This design comes from an exercise in tuning for small area, a short achievable clock period and few clock cycles per item on the open sky130 flow, not from production work.
In this exercise RTL edits were held to simulation tests only and were not proved equivalent to the original.

==> flow/design.v <==
module lbm_trad_table (
    input  wire [7:0] raw,
    input  wire       mode,
    output reg  [6:0] target
);
    always @(*) begin
        if (raw > 8'd224)
            target = 7'd0;
        else if (mode) begin
            target = 7'd0;
            if (raw >= 8'd10) target = 7'd1;
            if (raw >= 8'd27) target = 7'd2;
            if (raw >= 8'd43) target = 7'd3;
            if (raw >= 8'd59) target = 7'd4;
            if (raw >= 8'd73) target = 7'd5;
            if (raw >= 8'd86) target = 7'd6;
            if (raw >= 8'd97) target = 7'd7;
            if (raw >= 8'd108) target = 7'd8;
            if (raw >= 8'd116) target = 7'd9;
            if (raw >= 8'd124) target = 7'd10;
            if (raw >= 8'd129) target = 7'd11;
            if (raw >= 8'd133) target = 7'd12;
        end
        else begin
            target = 7'd0;
            if (raw >= 8'd19) target = 7'd1;
            if (raw >= 8'd30) target = 7'd2;
            if (raw >= 8'd41) target = 7'd3;
            if (raw >= 8'd50) target = 7'd4;
            if (raw >= 8'd58) target = 7'd5;
            if (raw >= 8'd66) target = 7'd6;
            if (raw >= 8'd73) target = 7'd7;
            if (raw >= 8'd80) target = 7'd8;
            if (raw >= 8'd87) target = 7'd9;
            if (raw >= 8'd93) target = 7'd10;
            if (raw >= 8'd98) target = 7'd11;
            if (raw >= 8'd103) target = 7'd12;
            if (raw >= 8'd108) target = 7'd13;
            if (raw >= 8'd110) target = 7'd14;
            if (raw >= 8'd111) target = 7'd17;
            if (raw >= 8'd112) target = 7'd19;
            if (raw >= 8'd113) target = 7'd21;
            if (raw >= 8'd114) target = 7'd24;
            if (raw >= 8'd115) target = 7'd27;
            if (raw >= 8'd116) target = 7'd29;
            if (raw >= 8'd117) target = 7'd32;
            if (raw >= 8'd118) target = 7'd34;
            if (raw >= 8'd119) target = 7'd37;
            if (raw >= 8'd120) target = 7'd40;
            if (raw >= 8'd121) target = 7'd43;
            if (raw >= 8'd122) target = 7'd45;
            if (raw >= 8'd123) target = 7'd64;
        end
    end
endmodule
module lbm_log_table (
    input  wire [6:0] idx,
    output reg  [7:0] r,
    output reg  [5:0] g
);
    always @(*) begin
        case (idx)
            7'd0: begin r = 8'd0; g = 6'd0; end
            7'd1: begin r = 8'd0; g = 6'd0; end
            7'd2: begin r = 8'd0; g = 6'd0; end
            7'd3: begin r = 8'd0; g = 6'd0; end
            7'd4: begin r = 8'd0; g = 6'd0; end
            7'd5: begin r = 8'd0; g = 6'd0; end
            7'd6: begin r = 8'd0; g = 6'd0; end
            7'd7: begin r = 8'd0; g = 6'd0; end
            7'd8: begin r = 8'd0; g = 6'd0; end
            7'd9: begin r = 8'd0; g = 6'd0; end
            7'd10: begin r = 8'd0; g = 6'd0; end
            7'd11: begin r = 8'd0; g = 6'd0; end
            7'd12: begin r = 8'd0; g = 6'd0; end
            7'd13: begin r = 8'd0; g = 6'd0; end
            7'd14: begin r = 8'd0; g = 6'd0; end
            7'd15: begin r = 8'd0; g = 6'd0; end
            7'd16: begin r = 8'd0; g = 6'd0; end
            7'd17: begin r = 8'd0; g = 6'd0; end
            7'd18: begin r = 8'd0; g = 6'd0; end
            7'd19: begin r = 8'd0; g = 6'd0; end
            7'd20: begin r = 8'd0; g = 6'd0; end
            7'd21: begin r = 8'd0; g = 6'd0; end
            7'd22: begin r = 8'd0; g = 6'd1; end
            7'd23: begin r = 8'd0; g = 6'd1; end
            7'd24: begin r = 8'd0; g = 6'd1; end
            7'd25: begin r = 8'd0; g = 6'd1; end
            7'd26: begin r = 8'd0; g = 6'd1; end
            7'd27: begin r = 8'd0; g = 6'd1; end
            7'd28: begin r = 8'd0; g = 6'd1; end
            7'd29: begin r = 8'd0; g = 6'd1; end
            7'd30: begin r = 8'd0; g = 6'd1; end
            7'd31: begin r = 8'd0; g = 6'd1; end
            7'd32: begin r = 8'd0; g = 6'd1; end
            7'd33: begin r = 8'd0; g = 6'd1; end
            7'd34: begin r = 8'd0; g = 6'd1; end
            7'd35: begin r = 8'd0; g = 6'd1; end
            7'd36: begin r = 8'd0; g = 6'd1; end
            7'd37: begin r = 8'd0; g = 6'd1; end
            7'd38: begin r = 8'd0; g = 6'd1; end
            7'd39: begin r = 8'd0; g = 6'd1; end
            7'd40: begin r = 8'd0; g = 6'd1; end
            7'd41: begin r = 8'd0; g = 6'd1; end
            7'd42: begin r = 8'd0; g = 6'd2; end
            7'd43: begin r = 8'd0; g = 6'd2; end
            7'd44: begin r = 8'd0; g = 6'd2; end
            7'd45: begin r = 8'd0; g = 6'd2; end
            7'd46: begin r = 8'd0; g = 6'd2; end
            7'd47: begin r = 8'd0; g = 6'd2; end
            7'd48: begin r = 8'd0; g = 6'd2; end
            7'd49: begin r = 8'd0; g = 6'd2; end
            7'd50: begin r = 8'd0; g = 6'd2; end
            7'd51: begin r = 8'd0; g = 6'd2; end
            7'd52: begin r = 8'd0; g = 6'd2; end
            7'd53: begin r = 8'd0; g = 6'd2; end
            7'd54: begin r = 8'd0; g = 6'd3; end
            7'd55: begin r = 8'd0; g = 6'd3; end
            7'd56: begin r = 8'd0; g = 6'd3; end
            7'd57: begin r = 8'd0; g = 6'd3; end
            7'd58: begin r = 8'd0; g = 6'd3; end
            7'd59: begin r = 8'd0; g = 6'd3; end
            7'd60: begin r = 8'd0; g = 6'd3; end
            7'd61: begin r = 8'd0; g = 6'd3; end
            7'd62: begin r = 8'd0; g = 6'd4; end
            7'd63: begin r = 8'd0; g = 6'd4; end
            7'd64: begin r = 8'd0; g = 6'd4; end
            7'd65: begin r = 8'd0; g = 6'd4; end
            7'd66: begin r = 8'd0; g = 6'd4; end
            7'd67: begin r = 8'd0; g = 6'd5; end
            7'd68: begin r = 8'd0; g = 6'd5; end
            7'd69: begin r = 8'd0; g = 6'd5; end
            7'd70: begin r = 8'd0; g = 6'd5; end
            7'd71: begin r = 8'd0; g = 6'd5; end
            7'd72: begin r = 8'd0; g = 6'd6; end
            7'd73: begin r = 8'd0; g = 6'd6; end
            7'd74: begin r = 8'd0; g = 6'd6; end
            7'd75: begin r = 8'd0; g = 6'd6; end
            7'd76: begin r = 8'd0; g = 6'd6; end
            7'd77: begin r = 8'd0; g = 6'd7; end
            7'd78: begin r = 8'd0; g = 6'd7; end
            7'd79: begin r = 8'd0; g = 6'd7; end
            7'd80: begin r = 8'd0; g = 6'd7; end
            7'd81: begin r = 8'd0; g = 6'd8; end
            7'd82: begin r = 8'd0; g = 6'd8; end
            7'd83: begin r = 8'd0; g = 6'd8; end
            7'd84: begin r = 8'd0; g = 6'd9; end
            7'd85: begin r = 8'd0; g = 6'd9; end
            7'd86: begin r = 8'd0; g = 6'd10; end
            7'd87: begin r = 8'd0; g = 6'd10; end
            7'd88: begin r = 8'd0; g = 6'd10; end
            7'd89: begin r = 8'd0; g = 6'd11; end
            7'd90: begin r = 8'd0; g = 6'd11; end
            7'd91: begin r = 8'd0; g = 6'd11; end
            7'd92: begin r = 8'd0; g = 6'd12; end
            7'd93: begin r = 8'd0; g = 6'd12; end
            7'd94: begin r = 8'd0; g = 6'd13; end
            7'd95: begin r = 8'd0; g = 6'd13; end
            7'd96: begin r = 8'd0; g = 6'd14; end
            7'd97: begin r = 8'd0; g = 6'd14; end
            7'd98: begin r = 8'd0; g = 6'd15; end
            7'd99: begin r = 8'd0; g = 6'd15; end
            7'd100: begin r = 8'd0; g = 6'd16; end
            7'd101: begin r = 8'd0; g = 6'd17; end
            7'd102: begin r = 8'd0; g = 6'd17; end
            7'd103: begin r = 8'd0; g = 6'd18; end
            7'd104: begin r = 8'd0; g = 6'd19; end
            7'd105: begin r = 8'd0; g = 6'd19; end
            7'd106: begin r = 8'd0; g = 6'd20; end
            7'd107: begin r = 8'd0; g = 6'd21; end
            7'd108: begin r = 8'd0; g = 6'd22; end
            7'd109: begin r = 8'd0; g = 6'd22; end
            7'd110: begin r = 8'd0; g = 6'd23; end
            7'd111: begin r = 8'd0; g = 6'd24; end
            7'd112: begin r = 8'd0; g = 6'd25; end
            7'd113: begin r = 8'd0; g = 6'd26; end
            7'd114: begin r = 8'd0; g = 6'd27; end
            7'd115: begin r = 8'd0; g = 6'd28; end
            7'd116: begin r = 8'd0; g = 6'd29; end
            7'd117: begin r = 8'd0; g = 6'd30; end
            7'd118: begin r = 8'd0; g = 6'd31; end
            7'd119: begin r = 8'd0; g = 6'd33; end
            7'd120: begin r = 8'd9; g = 6'd34; end
            7'd121: begin r = 8'd20; g = 6'd35; end
            7'd122: begin r = 8'd33; g = 6'd37; end
            7'd123: begin r = 8'd46; g = 6'd39; end
            7'd124: begin r = 8'd125; g = 6'd0; end
            7'd125: begin r = 8'd165; g = 6'd0; end
            7'd126: begin r = 8'd210; g = 6'd0; end
            7'd127: begin r = 8'd255; g = 6'd0; end
            default: begin r = 8'd0; g = 6'd0; end
        endcase
    end
endmodule
module lbm_curve (
    input  wire [7:0] raw,
    input  wire       mode,
    output wire [6:0] target
);
    lbm_trad_table u_tab (.raw(raw), .mode(mode), .target(target));
endmodule
module lbm_pair (
    input  wire [159:0] audio,      
    output wire [79:0]  pkeys       
);
    function gt8(input [7:0] a, input [7:0] b);
        integer i;
        reg g;
        begin
            g = 1'b0;
            for (i = 0; i < 8; i = i + 1)
                g = (a[i] & ~b[i]) | (~(a[i] ^ b[i]) & g);
            gt8 = g;
        end
    endfunction
    genvar j;
    generate
        for (j = 0; j < 10; j = j + 1) begin : g_pair
            wire [7:0] s0 = audio[16*j +: 8];
            wire [7:0] s1 = audio[16*j+8 +: 8];
            wire [7:0] k0 = {s0[6:0] ^ {7{~s0[7]}}, ~s0[7]};
            wire [7:0] k1 = {s1[6:0] ^ {7{~s1[7]}}, ~s1[7]};
            assign pkeys[8*j +: 8] = gt8(k0, k1) ? k0 : k1;
        end
    endgenerate
endmodule
module lbm_peak (
    input  wire [79:0] keys,
    output wire [7:0]  pkey
);
    wire [9:0] alive [0:8];
    assign alive[8] = 10'h3FF;
    genvar j, b;
    generate
        for (b = 7; b >= 0; b = b - 1) begin : g_bit
            wire [9:0] hit;
            for (j = 0; j < 10; j = j + 1) begin : g_j
                assign hit[j] = alive[b+1][j] & keys[8*j+b];
            end
            assign pkey[b]  = |hit;
            assign alive[b] = pkey[b] ? hit : alive[b+1];
        end
    endgenerate
endmodule
module lbm_vu_color (
    input  wire [6:0] idx,
    output wire [7:0] r,
    output wire [5:0] g
);
    lbm_log_table u_tab (.idx(idx), .r(r), .g(g));
endmodule
module lbm_dsp (
    input  wire         clk,
    input  wire         rst,
    input  wire         in_valid,
    output wire         in_ready,
    input  wire [1:0]   in_op,        
    input  wire         in_mode,      
    input  wire [7:0]   in_raw,       
    input  wire [159:0] in_audio,     
    output reg          out_valid,
    output reg  [6:0]   out_target,
    output wire [15:0]  out_vu,
    output wire [7:0]   out_r,
    output wire [7:0]   out_g,
    output wire [7:0]   out_b
);
    localparam OP_TARGET = 2'd0;
    localparam OP_VUSAMP = 2'd1;
    localparam OP_VUMAX  = 2'd2;
    assign in_ready = 1'b1;
    reg         c_valid;
    reg [1:0]   c_op;
    reg         c_mode;
    reg [7:0]   c_raw;
    reg [79:0]  c_pair;      
    wire [79:0] pair;
    lbm_pair u_pair (.audio(in_audio), .pkeys(pair));
    always @(posedge clk) begin
        c_valid <= in_valid & ~rst;
        c_op    <= in_op;
        c_mode  <= in_mode;
        c_raw   <= in_raw;
        c_pair  <= pair;
    end
    wire [6:0] target;
    lbm_curve u_curve (.raw(c_raw), .mode(c_mode), .target(target));
    wire [7:0] pkey;
    lbm_peak u_peak (.keys(c_pair), .pkey(pkey));
    reg       d_samp, d_vmax, d_valid;
    reg [7:0] d_pkey;
    reg [6:0] d_target;
    always @(posedge clk) begin
        d_valid  <= c_valid & ~rst;
        d_samp   <= c_valid & ~rst & (c_op == OP_VUSAMP);
        d_vmax   <= c_valid & ~rst & (c_op == OP_VUMAX);
        d_pkey   <= pkey;
        d_target <= (c_op == OP_TARGET) ? target : 7'd0;
    end
    reg [15:0] vu_state;
    reg [7:0]  win0, win1, win2;    
    reg [7:0]  col_r;
    reg [5:0]  col_g;
    wire [7:0] m01  = (d_pkey > win0) ? d_pkey : win0;
    wire [7:0] m23  = (win1 > win2) ? win1 : win2;
    wire [7:0] skey = (m01 > m23) ? m01 : m23;
    wire [7:0] sig  = {1'b0, skey[7:1]} + {7'd0, skey[0]};    
    wire [15:0] decay  = vu_state + {4'hF, ~vu_state[15:4]} + {15'd0, ~|vu_state[3:0]};
    wire        attack = ({sig, 8'd0} >= vu_state);
    wire        dzero  = (decay[15:8] == 8'd0);
    wire [8:0] didx = {1'b0, decay[15:8]} + {8'd0, decay[7]};
    reg  [6:0] idx;
    always @(*) begin
        if (d_vmax)
            idx = 7'd127;
        else if (attack)
            idx = sig[7] ? 7'd127 : sig[6:0];
        else if (dzero)
            idx = 7'd0;
        else
            idx = (didx[8] | didx[7]) ? 7'd127 : didx[6:0];
    end
    wire [7:0] nr;
    wire [5:0] ng;
    lbm_vu_color u_color (.idx(idx), .r(nr), .g(ng));
    always @(posedge clk) begin
        if (rst) begin
            vu_state <= 16'd0;
            win0 <= 8'd0; win1 <= 8'd0; win2 <= 8'd0;
            col_r <= 8'd0;
            col_g <= 6'd0;
            out_valid <= 1'b0;
        end else begin
            out_valid <= d_valid;
            if (d_samp) begin
                vu_state <= attack ? {sig, 8'd0} : dzero ? 16'd0 : decay;
                win0 <= d_pkey; win1 <= win0; win2 <= win1;
            end else if (d_vmax) begin
                vu_state <= 16'hFFFF;
            end
            if (d_samp | d_vmax) begin
                col_r <= nr;
                col_g <= ng;
            end
        end
        out_target <= d_target;
    end
    assign out_vu = vu_state;
    assign out_r  = col_r;
    assign out_g  = {2'd0, col_g};
    assign out_b  = 8'd0;
endmodule
==> flow/flow/run.sh <==
#!/bin/bash
# The standard layout, with two changes to how it is built:
#  - port buffers are sky130_fd_sc_hd__buf_1 (buffer_ports -buffer_cell)
#    instead of the cell buffer_ports picks by itself;
#  - clock tree synthesis adds no dummy loads.
# Every tool's output goes to the ORFS logs under orfs/logs; make's own
# output goes to standard.log here.
set -euo pipefail
export BUFFER_PORTS_ARGS="-buffer_cell sky130_fd_sc_hd__buf_1"
export CTS_ARGS="-sink_clustering_enable -repair_clock_nets -dont_use_dummy_load"
bash standard.sh finish > standard.log 2>&1
==> flow/standard.sh <==
#!/bin/bash
# synth_recipe.tcl (not shown) runs the flow's synth.tcl, then flattens the netlist and writes it again
# the make line also repeats each setting of config.mk as NAME=value (left out here)
make -C /OpenROAD-flow-scripts/flow DESIGN_CONFIG=/design/flow/config.mk WORK_HOME=/design/flow/orfs CLKGATE_MAP_FILE= SYNTH_SCRIPT=/design/flow/synth_recipe.tcl "${@:-finish}"
==> flow/config.mk <==
export PLATFORM = sky130hd
export DESIGN_NAME = lbm_dsp
export DESIGN_NICKNAME = lbm_dsp
export VERILOG_FILES = /design/flow/design.v
export SDC_FILE = /design/flow/constraint.sdc
export NUM_CORES = 4
export LEC_CHECK = 0
export ABC_AREA = 1
export CAP_MARGIN = 20
export CORE_MARGIN = 2
export CORE_UTILIZATION = 40
export SLEW_MARGIN = 20
==> flow/constraint.sdc <==
create_clock -name core_clock -period 70.0 [get_ports {clk}]
set_input_delay 14.0000 -clock core_clock [delete_from_list [all_inputs] [get_ports {clk}]]
set_output_delay 14.0000 -clock core_clock [all_outputs]
set_load 0.01 [all_outputs]
==> results of run 1 <==
## kinds of logic after synthesis
logic type      after synthesis  share of synthesized area [%]
flops                       172                           27.1
buf+inv                     262                           8.42
other cells                   2                         0.0591
simple gates                599                           21.0
fa+ha+maj                   135                           13.4
compound gates              422                           19.0
xor+xnor                    159                           11.0
## state kept, by name, summed over array words and instances (netlist names), 6 cells and up
signal,cells
d_target,7
win0,8
c_pair,80
win1,8
vu_state,16
col_r,8
col_g,6
out_target,7
win2,8
c_raw,8
d_pkey,8
## worst reg2reg max path: cells and delay by family, from the launching register on
family	cells	cell delay, ns
AOI/OAI and AO/OA	11	2.62
adders and majority gates	6	1.70
buffers and inverters	6	0.97
xor gates and xnor gates	1	0.23
DFF	1	0.30
and+or+nand+nor	15	1.92
## synth_stat cells, drive strengths merged (5+ instances only)
cell type  instances  area [µm²]
nand2            352        1330
inv              188         706
o21ai            185         937
dfxtp            172        3440
ha               133        1660
a21oi            127         636
nor2              99         458
xor2              87         762
nand3             73         413
xnor2             72         631
clkbuf            55         206
nand4             43         269
o21bai            24         180
a21o              20         150
buf               18         154
o211ai            12        90.1
a31o              10        87.6
a31oi              9        56.3
nor3               9        45.0
a21boi             8        60.1
and3               6        37.5
nor4               6        37.5
or2                6        37.5
o31ai              5        37.5
## final timing paths
kind                                              end  slack [ns]  cells after the start
worst max register to register  col_g[0]$_SDFFE_PP0P_       62.12                     39
worst min-delay path            out_target[0]$_DFF_P_        0.32                      0
worst min register to register  out_target[0]$_DFF_P_        0.32                      0
worst max-delay path               c_pair[66]$_DFF_P_       53.82                     11
## per-stage QoR
| stage | cell area (µm²) | setup WS (ns) | util, % |
|---|---|---|---|
| after floorplan | 12700 | 53.86 | - |
| after global placement | 13700 | 53.50 | 43.6 |
| after detailed placement | 13700 | 53.43 | 43.6 |
| after CTS | 14100 | 53.87 | 45.0 |
| after global routing | 14100 | 53.51 | 45.0 |
| final | 14100 | 53.82 | 45.0 |
## area by class of cell
type	count	area (µm²)	area share (%)
timing repair buffer	214	815	5.76
inverter	189	709	5.02
tap	402	503	3.56
clock buffer	17	425	3.01
sequential	172	3440	24.4
multi-input combinational	1326	8220	58.2
antenna	4	10.0	0.0708
## routing by layer
metal / up-vias / wire length [µm]
li1: 6168 / -
met2: 298 / 15700
met5: - / 0
met3: 40 / 1210
met1: 5328 / 14700
met4: 0 / 602
==> results.py, run 1 <==
metrics = {
    "die": {
        "pin_count": 223,
        "start_util_pct": 40.5,
        "fp.dieH_um": 182,
        "core_um2": 31400,
        "dieArea_um2": 33200,
        "row_count": 65,
        "die_x_um": 182,
    },
    "clocking": {
        "ctsResizeCount": 0,
        "clock_sinks": 172,
        "clockBufferDepth": 2,
        "cts_hold_buf": 0,
        "clkTransAtPathRegs_ns": 0.07,
        "cts_buffers": 17,
        "root_buffer": "clkbuf_16",
        "clk_latency_ns": 0.43,
        "cts_tree": "yes",
        "cts_max_level": 4,
        "post_cts.repair.setup_buffers": 0,
    },
    "global_routing": {
        "grt_use_met2_pct": 35.2,
        "grt_use_met1_pct": 24.1,
        "top_usage_layer": "met2",
        "grt_pass1_vias": 11500,
        "grt_util_all_layers_pct": 19.5,
        "grt_start_max_net_pins": 38,
        "overflow": 0,
        "use_met3_pct": 2.24,
        "antenna_found_initial": 4,
        "grt_pass1_wl_um": 53700,
    },
    "worst_setup_path": {
        "cp_slowest_stage_delay_ns": 0.61,
        "startpoint": "in_audio[143]",
        "endpoint_kind": "flop",
        "critPathKind": "input pin to flop",
        "reg2reg_from": "win0[7]$_SDFFE_PP0P_",
        "cp_cell_sequence": "buf_1, xor2_1, ha_1, a31o_2, a21o_1, a21oi_1, o21bai_1, a21o_1, a21oi_1, o21bai_1, o21ai_0",
        "crit_path_max_fanout": 14,
        "required_ns": 70.23,
        "crit_buf_inv": 1,
        "critPathSlowestCell": "o21bai_1",
        "cp.arrival_ns": 16.41,
        "crit_path_start_kind": "input pin",
        "critPathTopFamily": "compound AO/OA/AOI/OAI gates",
    },
    "drt": {
        "postRouteWirelength_um": 32200,
        "antenna_left": 0,
        "vias_per_cell": 5.09,
        "dr.pass1.iters": 5,
        "vias": 11800,
        "first_iter_violations": 659,
        "wire_per_inst_um": 13.8,
        "drc_errors": 0,
    },
    "timing": {
        "drv_slew": 0,
        "tightest_slew_ns": 0.981,
        "min_period_over_period_pct": 23.1,
        "period_minus_slack_ns": 16.18,
        "tns_ns": 0,
        "skew_ns": 0.0267,
        "fmax_ghz": 0.0618,
        "slew-limit-headroom_pct": 34.2,
        "holdWs_ns": 0.318,
        "hold_viol_final": 0,
        "rsz0062_at_grt": "false",
        "setup_viol": 0,
    },
    "yosys": {
        "synth_edf_count": 0,
        "syn_avg_cell_area_um2": 7.25,
        "syn_area_um2": 12700,
        "synth_cell_types": 54,
        "yosysWarnings": 5,
        "ys.flop_type": "dfxtp_1",
        "netlist_instances": 1751,
        "ys_ff_latch": 172,
        "yosysSeqAreaShare_pct": 27.1,
        "async_flop_share_pct": 0,
    },
    "run": {
        "drv_cap": 0,
    },
    "cells_and_area": {
        "area_delta_synth_final_pct": 11.3,
        "fillCellCount": 3290,
        "finalNetCount": 2229,
        "fin_cells": 2324,
        "drive_gt1_share_pct": 3.65,
        "final_common_cell": "nand2_1",
        "layout_common_cells": "nand2_1, buf_1, inv_1, dfxtp_1, o21ai_0",
    },
    "place": {
        "hpwl_um": 25700,
        "gp_congestion": 0.959,
        "io_buffers": 211,
        "dpl.cell_count": 2303,
    },
    "min_path": {
        "hold_path_startpoint": "d_target[0]$_SDFF_PP0_",
        "holdCritPathClass": "flop to flop",
    },
    "status": {
        "outcome": "complete, no violations",
    },
}
Testbench counts, summed over its fixed seeds: cycles 16,024, items 16,000.
==> run 2: changes to the inputs <==
--- a/flow/design.v
+++ b/flow/design.v
@@ -209,7 +209,7 @@
         begin
             g = 1'b0;
             for (i = 0; i < 8; i = i + 1)
-                g = (a[i] & ~b[i]) | (~(a[i] ^ b[i]) & g);
+                g = a[i] ? (~b[i] | g) : (~b[i] & g);
             gt8 = g;
         end
     endfunction
@@ -287,27 +287,41 @@
     lbm_curve u_curve (.raw(c_raw), .mode(c_mode), .target(target));
     wire [7:0] pkey;
     lbm_peak u_peak (.keys(c_pair), .pkey(pkey));
-    reg       d_samp, d_vmax, d_valid;
-    reg [7:0] d_pkey;
-    reg [6:0] d_target;
-    always @(posedge clk) begin
-        d_valid  <= c_valid & ~rst;
-        d_samp   <= c_valid & ~rst & (c_op == OP_VUSAMP);
-        d_vmax   <= c_valid & ~rst & (c_op == OP_VUMAX);
-        d_pkey   <= pkey;
-        d_target <= (c_op == OP_TARGET) ? target : 7'd0;
-    end
+    wire       d_valid  = c_valid;
+    wire       d_samp   = c_valid & (c_op == OP_VUSAMP);
+    wire       d_vmax   = c_valid & (c_op == OP_VUMAX);
+    wire [7:0] d_pkey   = pkey;
+    wire [6:0] d_target = (c_op == OP_TARGET) ? target : 7'd0;
     reg [15:0] vu_state;
     reg [7:0]  win0, win1, win2;    
     reg [7:0]  col_r;
     reg [5:0]  col_g;
-    wire [7:0] m01  = (d_pkey > win0) ? d_pkey : win0;
-    wire [7:0] m23  = (win1 > win2) ? win1 : win2;
-    wire [7:0] skey = (m01 > m23) ? m01 : m23;
+    wire [31:0] wkeys = {win2, win1, win0, d_pkey};
+    wire [3:0]  walive [0:8];
+    wire [7:0]  skey;
+    assign walive[8] = 4'hF;
+    genvar wb, wj;
+    generate
+        for (wb = 7; wb >= 0; wb = wb - 1) begin : g_wbit
+            wire [3:0] hit;
+            for (wj = 0; wj < 4; wj = wj + 1) begin : g_wj
+                assign hit[wj] = walive[wb+1][wj] & wkeys[8*wj+wb];
+            end
+            assign skey[wb]   = |hit;
+            assign walive[wb] = skey[wb] ? hit : walive[wb+1];
+        end
+    endgenerate
     wire [7:0] sig  = {1'b0, skey[7:1]} + {7'd0, skey[0]};    
     wire [15:0] decay  = vu_state + {4'hF, ~vu_state[15:4]} + {15'd0, ~|vu_state[3:0]};
-    wire        attack = ({sig, 8'd0} >= vu_state);
-    wire        dzero  = (decay[15:8] == 8'd0);
+    reg         hi_gt;
+    integer     ai;
+    always @(*) begin
+        hi_gt = 1'b0;
+        for (ai = 8; ai < 16; ai = ai + 1)
+            hi_gt = (sig[ai-8] & ~vu_state[ai]) | (~(sig[ai-8] ^ vu_state[ai]) & hi_gt);
+    end
+    wire        attack = hi_gt | ((sig == vu_state[15:8]) & (vu_state[7:0] == 8'd0));
+    wire        dzero  = (vu_state <= 16'd273);    
     wire [8:0] didx = {1'b0, decay[15:8]} + {8'd0, decay[7]};
     reg  [6:0] idx;
     always @(*) begin
==> run 2 against run 1 <==
Utilization up 0.42 points. Wire length down 2.0%. Highest routed layer unchanged. Synthesized cell count down 0.29%. Cell area down 8.0%. Hold slack better by 0.14 ns. Worst setup slack worse by 0.65 ns. First-iteration DRC count up 5.6%. Critical path type unchanged.
==> results.py, run 2 <==
metrics = {
    "status": {
        "outcome": "complete, no violations",
    },
    "place": {
        "hpwl_um": 25000,
        "io_buffers": 211,
        "place_ws_ns": 52.71,
        "gp_congestion": 0.903,
    },
    "min_path": {
        "hold_path_startpoint": "col_r[6]$_SDFFE_PP0P_",
        "holdCritPathClass": "flop to flop",
    },
    "yosys": {
        "async_flop_share_pct": 0,
        "yosys.area.top_type": "dfxtp_1",
        "ys_top_cells_by_area": "dfxtp_1, nand2_1, xor2_1, o21ai_0, inv_1",
        "syn_area_um2": 11600,
        "synth_common_cells": "nand2_1, inv_1, o21ai_0",
        "yosysSeqAreaShare_pct": 26.6,
        "synth_edf_count": 0,
        "ys.flop_type": "dfxtp_1",
        "synth_top_area_share_pct": 26.6,
        "netlist_instances": 1746,
        "syn_avg_cell_area_um2": 6.65,
        "yosysMostFrequentCell": "nand2_1",
        "yosysWarnings": 5,
        "synth_cell_types": 56,
        "ys_ff_latch": 154,
    },
    "timing": {
        "drv_slew": 0,
        "tightest_slew_ns": 0.985,
        "skew_ns": 0.0225,
        "setup_slack_ns": 53.17,
        "rsz0062_at_grt": "false",
        "slew-limit-headroom_pct": 34.0,
        "hold_viol_final": 0,
        "period_minus_slack_ns": 16.83,
        "setup_viol": 0,
        "tns_ns": 0,
        "fmax_ghz": 0.0594,
        "min_period_over_period_pct": 24.0,
    },
    "cells_and_area": {
        "layout_common_cells": "nand2_1, buf_1, inv_1, o21ai_0, dfxtp_1",
        "area_delta_synth_final_pct": 12.0,
        "reg_top3": "c_pair x80, vu_state x16",
        "largest_reg_flops": 80,
        "drive_gt1_share_pct": 4.80,
        "top_register": "c_pair",
        "final_common_cell": "nand2_1",
        "finalNetCount": 2124,
    },
    "drt": {
        "drc_errors": 0,
        "antenna_left": 0,
        "postRouteWirelength_um": 31500,
        "vias": 11600,
        "dr.pass1.iters": 6,
        "first_iter_violations": 696,
        "vias_per_cell": 5.05,
        "wire_per_inst_um": 13.7,
    },
    "die": {
        "start_util_pct": 40.6,
        "core_um2": 28600,
        "fp.dieH_um": 174,
        "die_x_um": 174,
        "dieArea_um2": 30400,
        "pin_count": 223,
        "row_count": 62,
    },
    "global_routing": {
        "use_met3_pct": 2.71,
        "grt_start_max_net_pins": 41,
        "antenna_found_initial": 1,
        "grt_pass1_vias": 10800,
        "top_usage_layer": "met2",
        "grt_pass1_wl_um": 51400,
        "grt_util_all_layers_pct": 20.4,
        "grt_use_met2_pct": 36.2,
        "overflow": 0,
        "grt_use_met1_pct": 25.7,
    },
    "clocking": {
        "clockBufferDepth": 2,
        "cts_tree": "yes",
        "clkTransAtPathRegs_ns": 0.07,
        "cts_buffers": 17,
        "clk_latency_ns": 0.44,
        "ctsResizeCount": 0,
        "cts_max_level": 4,
        "post_cts.repair.setup_buffers": 0,
        "cts_hold_buf": 0,
        "root_buffer": "clkbuf_16",
        "clock_sinks": 154,
    },
    "worst_setup_path": {
        "crit_path_max_fanout": 14,
        "endpoint_kind": "flop",
        "critPathKind": "input pin to flop",
        "required_ns": 70.31,
        "cpMostUsedCell": "maj3_1",
        "cp_slowest_stage_delay_ns": 0.51,
        "reg2reg_from": "c_pair[79]$_DFF_P_",
        "cp_cell_sequence": "buf_1, inv_1, nor2_1, nand2_1, a21boi_0, maj3_1, maj3_1, maj3_1, maj3_1, maj3_1, maj3_1, nand2_1, o21ai_0",
        "crit_path_start_kind": "input pin",
        "startpoint": "in_audio[127]",
        "critPathSlowestCell": "maj3_1",
        "cp.arrival_ns": 17.14,
    },
    "run": {
        "drv_cap": 0,
    },
}
## run 2: cell types whose count changed after synthesis, moves of 20 or more
cell     delta
nor2_1     +32
a21o_1     -20
nand3_1    +20
xor2_1     +62
nand2_1    +73
a21oi_1    -29
ha_1      -103
xnor2_1    -60
## run 2: worst paths after layout
check                                to  slack (ns)  cells after the start
setup / recovery     c_pair[58]$_DFF_P_       53.17                     13
hold reg to reg   col_r[6]$_SDFFE_PP0P_        0.46                      2
setup reg to reg  col_g[0]$_SDFFE_PP0P_       58.40                     63
hold / removal    col_r[6]$_SDFFE_PP0P_        0.46                      2
## run 2: routing by layer
metal  vias to the layer above  wire (µm)
li1                       6040          -
met1                      5229      14200
met2                       302      15500
met3                        48       1350
met4                         0        441
met5                         -          0
## run 2: area by class of cell
class	instances	area, µm²
flip-flops and latches	154	3080
inverters	206	773
diodes	1	2.50
multi-input cells	1325	7420
fillers	3048	15600
repair buffers	214	815
clock buffers	17	425
well taps	384	480
## run 2: through the flow
stage / hold WS [ns] / instances / cell area (µm²) / util (%)
floorplan: 0.430 / 1755 / 11600 / -
global placement: 0.444 / 2283 / 12600 / 43.9
detailed placement: 0.455 / 2283 / 12600 / 43.9
CTS: 0.463 / 2300 / 13000 / 45.4
global route: 0.482 / 2300 / 13000 / 45.4
finish: 0.462 / 2301 / 13000 / 45.4
## run 2: logic make-up (layout without fill, tap and decap cells)
kind of cell             after synthesis  after routing  synth area share (%)
AND/OR/NAND/NOR                      735            735                  28.3
flip-flops                           154            154                  26.6
adder cells (fa/ha/maj)               40             40                  4.27
buffers and inverters                276            437                  9.84
AO/OA/AOI/OAI                        378            378                  18.8
other                                  2             12                0.0647
XOR/XNOR                             161            161                  12.1
## run 2: worst max-delay path, delay by kind of cell
family                   cells  cell delay, ns
buffers and inverters        2            0.47
AO/OA/AOI/OAI                2            0.21
AND/OR/NAND/NOR              3            0.26
adder cells (fa/ha/maj)      6            2.18
Testbench counts of run 2, summed over its fixed seeds: cycles 16,016, items 16,000.
==> run 3: changes to the inputs <==
==> flow/flow/run.sh (replaced) <==
#!/bin/bash
# The standard layout, with two changes to how it is built:
#  - port buffers are sky130_fd_sc_hd__buf_1 (buffer_ports -buffer_cell)
#    instead of the cell buffer_ports picks by itself;
#  - clock tree synthesis adds no dummy loads and builds the tree of
#    sky130_fd_sc_hd__clkbuf_8 only.
# Every tool's output goes to the ORFS logs under orfs/logs; make's own
# output goes to standard.log here.
set -euo pipefail
export BUFFER_PORTS_ARGS="-buffer_cell sky130_fd_sc_hd__buf_1"
export CTS_ARGS="-sink_clustering_enable -repair_clock_nets -dont_use_dummy_load -buf_list sky130_fd_sc_hd__clkbuf_8"
bash standard.sh finish > standard.log 2>&1
==> run 3 against run 2 <==
Highest routed layer unchanged. Fmax increased by 0.24%. Non-clock buffer count unchanged. Count of clock-buffer cells in the layout unchanged. Via count decreased by 0.36%. Global-route usage decreased by 0.065 points. First-iteration DRC count increased by 2.9%. Sequential share of layout area increased by 0.35 points. Hold slack improved by 0.0018 ns.
==> results.py, run 3 <==
metrics = {
    "yosys": {
        "synth_fa_ha_area_share_pct": 4.27,
        "synth_compound_area_share_pct": 18.8,
        "synth_cell_types": 56,
        "synth_top_area_share_pct": 26.6,
        "synth_common_cells": "nand2_1, inv_1, o21ai_0",
        "ys.flop_type": "dfxtp_1",
        "synthMuxAreaShare_pct": 0,
        "yosysWarnings": 5,
        "synth_edf_count": 0,
        "synth_xor_area_share_pct": 12.1,
        "yosysMostFrequentCell": "nand2_1",
        "async_flop_share_pct": 0,
        "syn_area_um2": 11600,
        "yosysSeqAreaShare_pct": 26.6,
        "netlist_instances": 1746,
        "synthSimpleGateAreaFrac_pct": 28.3,
        "ys_ff_latch": 154,
        "synth_top_family_by_area": "simple AND/OR/NAND/NOR gates",
        "syn_avg_cell_area_um2": 6.65,
        "yosys.area.top_type": "dfxtp_1",
        "ys_top_cells_by_area": "dfxtp_1, nand2_1, xor2_1, o21ai_0, inv_1",
    },
    "cells_and_area": {
        "final_core_util_pct": 44.8,
        "drive_gt1_share_pct": 4.80,
        "layout_common_cells": "nand2_1, buf_1, inv_1, o21ai_0, dfxtp_1",
        "reg_top3": "c_pair x80, vu_state x16",
        "area_delta_synth_final_pct": 10.3,
        "largest_reg_flops": 80,
        "finalNetCount": 2124,
        "top_register": "c_pair",
        "fillCellCount": 3076,
        "final_common_cell": "nand2_1",
    },
    "place": {
        "gp_congestion": 0.903,
        "hpwl_um": 25000,
        "io_buffers": 211,
    },
    "drt": {
        "first_iter_violations": 716,
        "wire_per_inst_um": 13.6,
        "postRouteWirelength_um": 31400,
        "antenna_left": 0,
        "drc_errors": 0,
        "vias_per_cell": 5.03,
        "dr.pass1.iters": 5,
        "vias": 11600,
    },
    "die": {
        "pin_count": 223,
        "row_count": 62,
        "fp.dieH_um": 174,
        "dieArea_um2": 30400,
        "core_um2": 28600,
        "die_x_um": 174,
        "start_util_pct": 40.6,
    },
    "global_routing": {
        "grt_use_met1_pct": 25.6,
        "grt_pass1_wl_um": 51200,
        "grt_start_max_net_pins": 41,
        "grt_pass1_vias": 10800,
        "use_met3_pct": 2.65,
        "grt_use_met2_pct": 36.0,
        "top_usage_layer": "met2",
        "grt_util_all_layers_pct": 20.3,
        "antenna_found_initial": 1,
        "overflow": 0,
    },
    "clocking": {
        "cts_tree": "yes",
        "clk_latency_ns": 0.47,
        "cts_max_level": 4,
        "cts_hold_buf": 0,
        "cts_buffers": 17,
        "clockBufferDepth": 2,
        "post_cts.repair.setup_buffers": 0,
        "clkTransAtPathRegs_ns": 0.10,
        "clock_sinks": 154,
        "ctsResizeCount": 0,
        "root_buffer": "clkbuf_8",
    },
    "worst_setup_path": {
        "cpMostUsedCell": "maj3_1",
        "critPathTopFamily": "adder cells",
        "critPathSlowestCell": "maj3_1",
        "endpoint_kind": "flop",
        "cp_slowest_stage_delay_ns": 0.51,
        "crit_path_start_kind": "input pin",
        "critPathKind": "input pin to flop",
        "cp_cell_sequence": "buf_1, inv_1, nor2_1, nand2_1, a21boi_0, maj3_1, maj3_1, maj3_1, maj3_1, maj3_1, maj3_1, nand2_1, o21ai_0",
        "cp.arrival_ns": 17.14,
        "crit_buf_inv": 2,
        "required_ns": 70.35,
        "crit_path_max_fanout": 14,
    },
    "timing": {
        "drv_slew": 0,
        "tightest_slew_ns": 0.997,
        "setup_viol": 0,
        "fmax_ghz": 0.0596,
        "min_period_over_period_pct": 24.0,
        "hold_viol_final": 0,
        "rsz0062_at_grt": "false",
        "period_minus_slack_ns": 16.79,
        "skew_ns": 0.0316,
        "tns_ns": 0,
        "slew-limit-headroom_pct": 33.2,
    },
    "min_path": {
        "holdCritPathClass": "flop to flop",
    },
    "run": {
        "drv_cap": 0,
    },
    "status": {
        "outcome": "complete, no violations",
    },
}
## run 3: changes by cell type in the layout (fill, tap and decap cells not counted)
cell and change:
clkbuf_8 +17, clkbuf_16 -17
## run 3: per-layer routing
metal,wire length [µm],vias up,share of wire [%]
li1,-,6043,-
met1,14100,5197,45
met2,15400,299,49
met3,1380,38,4.4
met4,493,0,1.6
met5,0,-,0
## run 3: final cells by class
type	count	area [µm²]	share of cell area, %
flip-flops and latches	154	3080	24.1
multi-input cells	1325	7420	57.9
clock buffers	17	234	1.83
inverters	206	773	6.04
diodes	1	2.50	0.0195
well taps	384	480	3.75
repair buffers	214	815	6.36
## run 3: per-stage QoR
step	setup slack [ns]	std cells	hold slack (ns)	instance area, µm²
after floorplan	52.90	1755	0.430	11600
after global placement	52.80	2283	0.444	12600
after detailed placement	52.71	2283	0.455	12600
after CTS	53.23	2300	0.465	12800
after global routing	53.01	2300	0.485	12800
final	53.21	2301	0.464	12800
## run 3: logic make-up (layout without fill, tap and decap cells)
| logic type | count (synthesis) | in the layout |
|---|---|---|
| compound gates | 378 | 378 |
| xor+xnor | 161 | 161 |
| fa+ha+maj | 40 | 40 |
| buf+inv | 276 | 437 |
| flops | 154 | 154 |
| other cells | 2 | 12 |
| simple gates | 735 | 735 |
## run 3: worst paths after layout
check | start | end | slack [ns] | depth (start not counted)
hold reg to reg | col_r[6]$_SDFFE_PP0P_ | col_r[6]$_SDFFE_PP0P_ | 0.46 | 2
setup / recovery | in_audio[127] | c_pair[58]$_DFF_P_ | 53.21 | 13
setup reg to reg | c_pair[79]$_DFF_P_ | col_g[0]$_SDFFE_PP0P_ | 58.37 | 63
hold / removal | col_r[6]$_SDFFE_PP0P_ | col_r[6]$_SDFFE_PP0P_ | 0.46 | 2
## run 3: worst min-delay path: cells and delay by family (launching register included)
kind / cells / cell delay (ns)
flip-flops: 1 / 0.31
AND/OR/NAND/NOR: 1 / 0.06
AO/OA/AOI/OAI: 1 / 0.05
==> run 4: changes to the inputs <==
--- a/flow/design.v
+++ b/flow/design.v
@@ -205,11 +205,13 @@
 );
     function gt8(input [7:0] a, input [7:0] b);
         integer i;
-        reg g;
+        reg g, n;
         begin
-            g = 1'b0;
-            for (i = 0; i < 8; i = i + 1)
-                g = a[i] ? (~b[i] | g) : (~b[i] & g);
+            g = 1'b0; n = 1'b1;
+            for (i = 7; i >= 0; i = i - 1) begin
+                g = g | (n & a[i] & ~b[i]);
+                n = n & (a[i] | ~b[i]);
+            end
             gt8 = g;
         end
     endfunction
==> run 4 against run 3 <==
Global-route usage is 0.32 points lower. Flip-flop and latch count stayed put. Non-clock buffer count up 1. Hold slack worse by 0.0047 ns. Critical path type unchanged. Largest cell class unchanged. Highest routed layer unchanged.
==> results.py, run 4 <==
metrics = {
    "yosys": {
        "syn_area_um2": 11600,
        "netlist_instances": 1777,
        "yosysWarnings": 5,
        "syn_avg_cell_area_um2": 6.55,
        "synth_common_cells": "nand2_1, inv_1, o21ai_0",
        "yosysMostFrequentCell": "nand2_1",
        "synth_top_area_share_pct": 26.5,
        "async_flop_share_pct": 0,
        "yosys.area.top_type": "dfxtp_1",
        "synth_cell_types": 52,
        "ys_top_cells_by_area": "dfxtp_1, nand2_1, xor2_1, o21ai_0, inv_1",
        "ys.flop_type": "dfxtp_1",
        "yosysSeqAreaShare_pct": 26.5,
        "synth_edf_count": 0,
        "ys_ff_latch": 154,
    },
    "clocking": {
        "clkTransAtPathRegs_ns": 0.08,
        "cts_tree": "yes",
        "clockBufferDepth": 2,
        "post_cts.repair.setup_buffers": 0,
        "cts_hold_buf": 0,
        "cts_max_level": 4,
        "root_buffer": "clkbuf_8",
        "clock_sinks": 154,
        "cts_buffers": 17,
        "ctsResizeCount": 0,
        "clk_latency_ns": 0.45,
    },
    "timing": {
        "setup_viol": 0,
        "min_period_over_period_pct": 22.7,
        "tns_ns": 0,
        "skew_ns": 0.0281,
        "fmax_ghz": 0.0629,
        "drv_slew": 0,
        "slew-limit-headroom_pct": 34.5,
        "period_minus_slack_ns": 15.91,
        "rsz0062_at_grt": "false",
        "setup_slack_ns": 54.09,
        "holdWs_ns": 0.459,
        "hold_viol_final": 0,
        "tightest_slew_ns": 0.982,
    },
    "worst_setup_path": {
        "reg2reg_from": "c_pair[71]$_DFF_P_",
        "required_ns": 70.29,
        "cp.arrival_ns": 16.20,
        "crit_path_start_kind": "input pin",
        "r2r_end": "col_g[0]$_SDFFE_PP0P_",
        "endpoint_kind": "flop",
        "critPathKind": "input pin to flop",
        "reg2regPathDepth": 70,
        "r2r_slack_ns": 58.78,
        "crit_path_max_fanout": 14,
    },
    "drt": {
        "routed-wl-met3_um": 1180,
        "top_layer": "met4",
        "postRouteWirelength_um": 30900,
        "vias": 11700,
        "wl_met1_um": 14900,
        "drc_errors": 0,
        "antenna_left": 0,
        "dr.pass1.iters": 5,
        "wl_met2_um": 14400,
        "first_iter_violations": 767,
        "wire_per_inst_um": 13.2,
        "vias_per_cell": 5.00,
    },
    "die": {
        "core_um2": 28700,
        "row_count": 62,
        "start_util_pct": 40.6,
        "dieArea_um2": 30500,
        "pin_count": 223,
        "die_x_um": 175,
        "fp.dieH_um": 175,
    },
    "place": {
        "io_buffers": 211,
        "place_ws_ns": 53.64,
        "hpwl_um": 24500,
        "placed_area_um2": 12600,
        "gp_congestion": 0.877,
    },
    "cells_and_area": {
        "layout_common_cells": "nand2_1, buf_1, inv_1, o21ai_0, dfxtp_1",
        "top_register": "c_pair",
        "multi_input_area_um2": 7440,
        "drive_gt1_share_pct": 4.82,
        "finalNetCount": 2157,
        "reg_top3": "c_pair x80, vu_state x16",
        "fillCellCount": 3094,
        "final_common_cell": "nand2_1",
        "seq_area_um2": 3080,
        "area_delta_synth_final_pct": 10.4,
        "final_core_util_pct": 44.8,
        "antenna_cells": 0,
        "largest_reg_flops": 80,
        "design_area_um2": 12900,
    },
    "global_routing": {
        "grt_start_max_net_pins": 41,
        "grt_pass1_wl_um": 50800,
        "overflow": 0,
        "grt_pass1_vias": 10900,
        "antenna_found_initial": 0,
        "grt_util_all_layers_pct": 20.0,
    },
    "min_path": {
        "min_to": "win2[4]$_SDFFE_PP0P_",
        "hold_depth": 2,
        "hold_path_startpoint": "win2[4]$_SDFFE_PP0P_",
        "holdCritPathClass": "flop to flop",
    },
    "run": {
        "drv_cap": 0,
    },
    "status": {
        "outcome": "complete, no violations",
    },
}
==> run 4: layout make-up <==
| cell class | instances | area share (%) |
|---|---|---|
| multi-input combinational | 1351 | 57.9 |
| sequential | 154 | 24.0 |
| timing repair buffer | 215 | 6.39 |
| inverter | 212 | 6.19 |
| tap | 384 | 3.74 |
| clock buffer | 17 | 1.82 |
==> run 4: cells by family (layout without fill, tap and decap cells) <==
| family | Yosys count | in the layout | synth area share (%) |
|---|---|---|---|
| adder cells (fa/ha/maj) | 32 | 32 | 3.57 |
| AO/OA/AOI/OAI | 398 | 398 | 19.4 |
| buffers and inverters | 281 | 444 | 9.95 |
| XOR/XNOR | 160 | 160 | 12.0 |
| other | 2 | 11 | 0.0645 |
| multiplexers | 1 | 1 | 0.0967 |
| AND/OR/NAND/NOR | 749 | 749 | 28.4 |
| flip-flops | 154 | 154 | 26.5 |
==> run 4: worst max path at each step <==
stage                             start            endpoint  cells after the start
final                     in_audio[135]  c_pair[69]$_DFF_P_                     11
after CTS                 in_audio[135]  c_pair[69]$_DFF_P_                     11
after detailed placement  in_audio[135]  c_pair[69]$_DFF_P_                     11
after floorplan            in_audio[39]  c_pair[22]$_DFF_P_                     12
after global routing      in_audio[135]  c_pair[64]$_DFF_P_                     11
after global placement     in_audio[39]  c_pair[21]$_DFF_P_                     11
==> run 4: stage by stage <==
| step | std cells |
|---|---|
| 2_1_floorplan | 1786 |
| 3_3_place_gp | 2316 |
| 4_1_cts | 2333 |
| 3_5_place_dp | 2316 |
| 6_report | 2333 |
| 5_1_grt | 2333 |
==> run 4: layer usage <==
layer	vias to the layer above	track usage, %
met5	-	0
met4	0	5.52
met3	32	2.33
met2	317	34.1
met1	5190	26.7
li1	6133	-
==> run 4: critical path: stages <==
cell and delay [ns]:
buf_1 0.37, xor2_1 0.20, inv_1 0.08, or2_2 0.26
and3_1 0.14, a221oi_1 0.25, o211ai_1 0.12, a221oi_1 0.25
o22ai_1 0.29, nor2_1 0.17, a21oi_1 0.06
Testbench counts of run 4, summed over its fixed seeds: cycles 16,016, items 16,000.
==> run 5: changes to the inputs <==
--- a/flow/config.mk
+++ b/flow/config.mk
@@ -8,5 +8,5 @@
 export ABC_AREA = 1
 export CAP_MARGIN = 20
 export CORE_MARGIN = 2
-export CORE_UTILIZATION = 40
+export CORE_UTILIZATION = 55
 export SLEW_MARGIN = 20
==> run 5 against run 4 <==
Fmax up 0.32%. Sequential share of layout area is 0.27 points higher. Flip-flop and latch count unchanged. Cell area decreased by 1.1%. Area after synthesis stayed put. Non-clock buffer count down 1. Clock skew shrank 0.0044 ns. Global-route usage up 6.5 points. Critical endpoint is now c_pair[65]$_DFF_P_. Largest cell class unchanged. Highest routed layer is now met5.
==> results.py, run 5 <==
metrics = {
    "status": {
        "outcome": "complete, no violations",
    },
    "yosys": {
        "synthMuxAreaShare_pct": 0.0967,
        "synth_top_family_by_area": "simple AND/OR/NAND/NOR gates",
        "netlist_instances": 1777,
        "ys_top_cells_by_area": "dfxtp_1, nand2_1, xor2_1, o21ai_0, inv_1",
        "synth_edf_count": 0,
        "syn_area_um2": 11600,
        "yosysMostFrequentCell": "nand2_1",
        "ys_ff_latch": 154,
        "synth_cell_types": 52,
        "yosysWarnings": 5,
        "synth_common_cells": "nand2_1, inv_1, o21ai_0",
        "synth_compound_area_share_pct": 19.4,
        "syn_avg_cell_area_um2": 6.55,
        "ys.flop_type": "dfxtp_1",
        "yosys.area.top_type": "dfxtp_1",
        "synth_xor_area_share_pct": 12.0,
        "async_flop_share_pct": 0,
        "synthSimpleGateAreaFrac_pct": 28.4,
        "synth_fa_ha_area_share_pct": 3.57,
        "yosysSeqAreaShare_pct": 26.5,
        "synth_top_area_share_pct": 26.5,
    },
    "place": {
        "hpwl_um": 23100,
        "dpl.cell_count": 2206,
        "gp_congestion": 0.958,
        "io_buffers": 211,
        "place_ws_ns": 53.65,
    },
    "worst_setup_path": {
        "startpoint": "in_audio[135]",
        "crit_path_max_fanout": 14,
        "endpoint": "c_pair[65]$_DFF_P_",
        "reg2regPathDepth": 67,
        "r2r_slack_ns": 58.74,
        "cp.arrival_ns": 16.16,
        "reg2reg_from": "c_pair[79]$_DFF_P_",
        "critPathKind": "input pin to flop",
        "crit_path_start_kind": "input pin",
        "endpoint_kind": "flop",
        "r2r_end": "col_g[0]$_SDFFE_PP0P_",
        "required_ns": 70.31,
    },
    "global_routing": {
        "grt_pass1_vias": 10600,
        "grt_util_all_layers_pct": 26.5,
        "grt_start_max_net_pins": 41,
        "antenna_found_initial": 2,
        "overflow": 0,
        "grt_pass1_wl_um": 48600,
    },
    "timing": {
        "rsz0062_at_grt": "false",
        "hold_viol_final": 0,
        "fmax_ghz": 0.0631,
        "skew_ns": 0.0237,
        "min_period_over_period_pct": 22.7,
        "slew-limit-headroom_pct": 34.9,
        "period_minus_slack_ns": 15.86,
        "setup_viol": 0,
        "tns_ns": 0,
        "setup_slack_ns": 54.14,
        "tightest_slew_ns": 0.975,
        "drv_slew": 0,
    },
    "drt": {
        "dr.pass1.iters": 8,
        "vias": 11700,
        "antenna_left": 0,
        "vias_per_cell": 5.28,
        "drc_errors": 0,
        "first_iter_violations": 549,
        "wire_per_inst_um": 13.2,
        "postRouteWirelength_um": 29400,
    },
    "die": {
        "dieArea_um2": 22400,
        "pin_count": 223,
        "core_um2": 20900,
        "row_count": 53,
        "die_x_um": 150,
        "fp.dieH_um": 150,
        "start_util_pct": 55.7,
    },
    "cells_and_area": {
        "layout_common_cells": "nand2_1, buf_1, inv_1, o21ai_0, dfxtp_1",
        "multi_input_area_um2": 7440,
        "final_core_util_pct": 60.9,
        "fin_cells": 2223,
        "seq_area_um2": 3080,
        "largest_reg_flops": 80,
        "antenna_cells": 0,
        "top_register": "c_pair",
        "area_delta_synth_final_pct": 9.18,
        "finalNetCount": 2156,
        "drive_gt1_share_pct": 4.77,
        "final_common_cell": "nand2_1",
        "reg_top3": "c_pair x80, vu_state x16",
        "fillCellCount": 2132,
    },
    "clocking": {
        "post_cts.repair.setup_buffers": 0,
        "clock_sinks": 154,
        "ctsResizeCount": 0,
        "cts_tree": "yes",
        "clk_latency_ns": 0.46,
        "cts_max_level": 4,
        "clkTransAtPathRegs_ns": 0.08,
        "cts_hold_buf": 0,
        "cts_buffers": 17,
        "clockBufferDepth": 2,
        "root_buffer": "clkbuf_8",
    },
    "run": {
        "drv_cap": 0,
    },
    "min_path": {
        "holdCritPathClass": "flop to flop",
    },
}
[run 5: logic make-up (layout without fill, tap and decap cells)]
family,Yosys count,in the layout
AOI/OAI and AO/OA,398,398
buffers and inverters,281,443
muxes,1,1
xor gates and xnor gates,160,160
and+or+nand+nor,749,749
adders and majority gates,32,32
DFF,154,154
other,2,11
[run 5: how the worst min path moves through the flow]
stage                                    start              endpoint  depth (start not counted)
final                     win2[4]$_SDFFE_PP0P_  win2[4]$_SDFFE_PP0P_                          2
after global routing      win2[4]$_SDFFE_PP0P_  win2[4]$_SDFFE_PP0P_                          2
after CTS                 win2[4]$_SDFFE_PP0P_  win2[4]$_SDFFE_PP0P_                          2
after detailed placement  win2[4]$_SDFFE_PP0P_  win2[4]$_SDFFE_PP0P_                          2
after global placement    win2[4]$_SDFFE_PP0P_  win2[4]$_SDFFE_PP0P_                          2
after floorplan           win2[4]$_SDFFE_PP0P_  win2[4]$_SDFFE_PP0P_                          2
[run 5: per-stage QoR]
stage	area (µm²)	hold slack [ns]
6_report	12700	0.453
5_1_grt	12700	0.477
4_1_cts	12700	0.454
3_5_place_dp	12500	0.444
3_3_place_gp	12500	0.444
2_1_floorplan	11700	0.430
[run 5: per-layer routing]
metal | wire length, µm | track usage [%] | part of all wire (%)
met3 | 1700 | 4.48 | 5.8
met5 | 26 | 0 | 0.088
met2 | 13900 | 45.5 | 47
met1 | 13300 | 34.0 | 45
met4 | 480 | 7.86 | 1.6
[run 5: area by class of cell]
type | count | share of cell area, %
Multi-Input combinational cell | 1351 | 58.5
Timing Repair Buffer | 214 | 6.41
Inverter | 212 | 6.26
Sequential cell | 154 | 24.3
Tap cell | 275 | 2.71
Clock buffer | 17 | 1.84
[run 5: critical path, cell delays in order]
cell and delay, ns:
buf_1 0.36, xor2_1 0.18, inv_1 0.08, or2_2 0.27
and3_1 0.14, a221oi_1 0.21, o211ai_1 0.13, a221oi_1 0.27
o22ai_1 0.30, nand2_1 0.12, o21ai_0 0.10
==> run 6: changes to the inputs <==
--- a/flow/flow/run.sh
+++ b/flow/flow/run.sh
@@ -8,5 +8,5 @@
 # output goes to standard.log here.
 set -euo pipefail
 export BUFFER_PORTS_ARGS="-buffer_cell sky130_fd_sc_hd__buf_1"
-export CTS_ARGS="-sink_clustering_enable -repair_clock_nets -dont_use_dummy_load -buf_list sky130_fd_sc_hd__clkbuf_8"
+export CTS_ARGS="-sink_clustering_enable -repair_clock_nets -dont_use_dummy_load -buf_list sky130_fd_sc_hd__clkbuf_8 -sink_clustering_size 30"
 bash standard.sh finish > standard.log 2>&1
==> run 6 against run 5 <==
Register-to-register slack about the same. Critical endpoint unchanged. Still clean. Global-route usage unchanged. Critical path type unchanged. Fmax did not move.
==> results.py, run 6 <==
metrics = {
    "timing": {
        "setup_viol": 0,
        "drv_slew": 0,
        "tightest_slew_ns": 0.975,
        "tns_ns": 0,
        "skew_ns": 0.0237,
        "period_minus_slack_ns": 15.86,
        "slew-limit-headroom_pct": 34.9,
        "fmax_ghz": 0.0631,
        "rsz0062_at_grt": "false",
        "hold_viol_final": 0,
        "min_period_over_period_pct": 22.7,
        "setup_slack_ns": 54.14,
    },
    "global_routing": {
        "grt_pass1_vias": 10600,
        "antenna_found_initial": 2,
        "overflow": 0,
        "grt_start_max_net_pins": 41,
        "grt_pass1_wl_um": 48600,
        "grt_util_all_layers_pct": 26.5,
    },
    "worst_setup_path": {
        "crit_buf_inv": 2,
        "critPathKind": "input pin to flop",
        "critPathTopFamily": "compound AO/OA/AOI/OAI gates",
        "cp.arrival_ns": 16.16,
        "endpoint_kind": "flop",
        "cp_cell_sequence": "buf_1, xor2_1, inv_1, or2_2, and3_1, a221oi_1, o211ai_1, a221oi_1, o22ai_1, nand2_1, o21ai_0",
        "required_ns": 70.31,
        "crit_path_start_kind": "input pin",
        "cpMostUsedCell": "a221oi_1",
        "critPathSlowestCell": "buf_1",
        "cp_slowest_stage_delay_ns": 0.36,
        "crit_path_max_fanout": 14,
    },
    "place": {
        "gp_congestion": 0.958,
        "place_ws_ns": 53.65,
        "io_buffers": 211,
        "hpwl_um": 23100,
    },
    "clocking": {
        "clock_sinks": 154,
        "post_cts.repair.setup_buffers": 0,
        "cts_tree": "yes",
        "clockBufferDepth": 2,
        "root_buffer": "clkbuf_8",
        "cts_max_level": 4,
        "clk_latency_ns": 0.46,
        "clkTransAtPathRegs_ns": 0.08,
        "ctsResizeCount": 0,
        "cts_hold_buf": 0,
        "cts_buffers": 17,
    },
    "yosys": {
        "yosysMostFrequentCell": "nand2_1",
        "syn_area_um2": 11600,
        "yosysSeqAreaShare_pct": 26.5,
        "ys_ff_latch": 154,
        "yosysWarnings": 5,
        "ys.flop_type": "dfxtp_1",
        "synth_common_cells": "nand2_1, inv_1, o21ai_0",
        "yosys.area.top_type": "dfxtp_1",
        "synth_cell_types": 52,
        "netlist_instances": 1777,
        "synth_edf_count": 0,
        "synth_top_area_share_pct": 26.5,
        "syn_avg_cell_area_um2": 6.55,
        "async_flop_share_pct": 0,
        "ys_top_cells_by_area": "dfxtp_1, nand2_1, xor2_1, o21ai_0, inv_1",
    },
    "drt": {
        "postRouteWirelength_um": 29400,
        "drc_errors": 0,
        "first_iter_violations": 549,
        "vias": 11700,
        "antenna_left": 0,
        "vias_per_cell": 5.28,
        "wire_per_inst_um": 13.2,
        "dr.pass1.iters": 8,
    },
    "cells_and_area": {
        "drive_gt1_share_pct": 4.77,
        "top_register": "c_pair",
        "antenna_cells": 0,
        "finalNetCount": 2156,
        "layout_common_cells": "nand2_1, buf_1, inv_1, o21ai_0, dfxtp_1",
        "final_common_cell": "nand2_1",
        "reg_top3": "c_pair x80, vu_state x16",
        "area_delta_synth_final_pct": 9.18,
        "largest_reg_flops": 80,
        "final_core_util_pct": 60.9,
    },
    "run": {
        "drv_cap": 0,
    },
    "status": {
        "outcome": "complete, no violations",
    },
    "die": {
        "core_um2": 20900,
        "dieArea_um2": 22400,
        "pin_count": 223,
        "row_count": 53,
        "start_util_pct": 55.7,
        "fp.dieH_um": 150,
        "die_x_um": 150,
    },
    "min_path": {
        "holdCritPathClass": "flop to flop",
    },
}
[run 6: cell counts after synthesis]
Identical to the previous run, type by type.
[run 6: path summary, 6_finish.rpt]
check | depth (start not counted) | slack [ns] | from | end
worst max-delay path | 11 | 54.14 | in_audio[135] | c_pair[65]$_DFF_P_
worst min-delay path | 2 | 0.45 | win2[4]$_SDFFE_PP0P_ | win2[4]$_SDFFE_PP0P_
worst max register to register | 67 | 58.74 | c_pair[79]$_DFF_P_ | col_g[0]$_SDFFE_PP0P_
worst min register to register | 2 | 0.45 | win2[4]$_SDFFE_PP0P_ | win2[4]$_SDFFE_PP0P_
[run 6: worst min-delay path: stages, from the launching register on]
cell and delay (ns):
dfxtp_1 0.30, inv_1 0.06, a21oi_1 0.05
[run 6: per-stage QoR]
stage	hold WS, ns	std cells	area [µm²]
after floorplan	0.430	1786	11700
after global routing	0.477	2223	12700
final	0.453	2223	12700
after global placement	0.444	2206	12500
after CTS	0.454	2223	12700
after detailed placement	0.444	2206	12500
[run 6: kinds of logic after synthesis]
family / count (synthesis) / share of synthesized area (%)
AND/OR/NAND/NOR: 749 / 28.4
AO/OA/AOI/OAI: 398 / 19.4
buffers and inverters: 281 / 9.95
XOR/XNOR: 160 / 12.0
flip-flops: 154 / 26.5
adder cells (fa/ha/maj): 32 / 3.57
other: 2 / 0.0645
multiplexers: 1 / 0.0967
[run 6: cell type report]
class | instances | area (µm²)
clock buffer | 17 | 234
fill | 2132 | 8180
inverter | 212 | 796
multi-input combinational | 1351 | 7440
sequential | 154 | 3080
tap | 275 | 344
timing repair buffer | 214 | 815
[run 6: routing by layer]
| layer | global-route usage [%] | wire length, µm | vias up |
|---|---|---|---|
| met5 | 0 | 26 | - |
| li1 | - | - | 6128 |
| met2 | 45.5 | 13900 | 351 |
| met4 | 7.86 | 480 | 4 |
| met1 | 34.0 | 13300 | 5207 |
| met3 | 4.48 | 1700 | 40 |

## port drivers added, routing unchanged
How much do the figures lean on ideal ports? The routed layouts below were timed once more, with nothing changed but the port constraints.
Step 1 (the two cells are an assumption about what drives the block):
set clk [get_ports {clk}]
set_driving_cell -lib_cell sky130_fd_sc_hd__clkbuf_16 $clk
set_driving_cell -lib_cell sky130_fd_sc_hd__buf_2 [delete_from_list [all_inputs] $clk]
Step 2 also shifts input and output timing later by t, the mid clock arrival at the registers, as if the neighbouring blocks saw the same clock.
Three values: ideal ports, drivers, drivers and shift; two values: the first two.
run	t, ns	setup slack, ns	latest minus earliest clock arrival (ns)	slew at the worst register clock pin (ns)
run 1	0.466	53.824 / 53.851 / 53.385	0.028 / 0.028	0.08 / 0.08
run 2	0.474	53.174 / 53.197 / 52.723	0.023 / 0.023	0.07 / 0.07
run 3	0.502	53.213 / 53.238 / 52.736	0.033 / 0.033	0.10 / 0.10
run 4	0.479	54.092 / 54.118 / 53.639	0.028 / 0.028	0.09 / 0.09
run 5	0.489	54.143 / 54.164 / 53.675	0.025 / 0.024	0.09 / 0.09
run 6	0.489	54.143 / 54.164 / 53.675	0.025 / 0.024	0.09 / 0.09
After both steps every run listed still meets setup and hold. For run 3, which loses most, drivers alone change the setup slack by +0.025 ns; drivers and shift together by -0.477 ns.
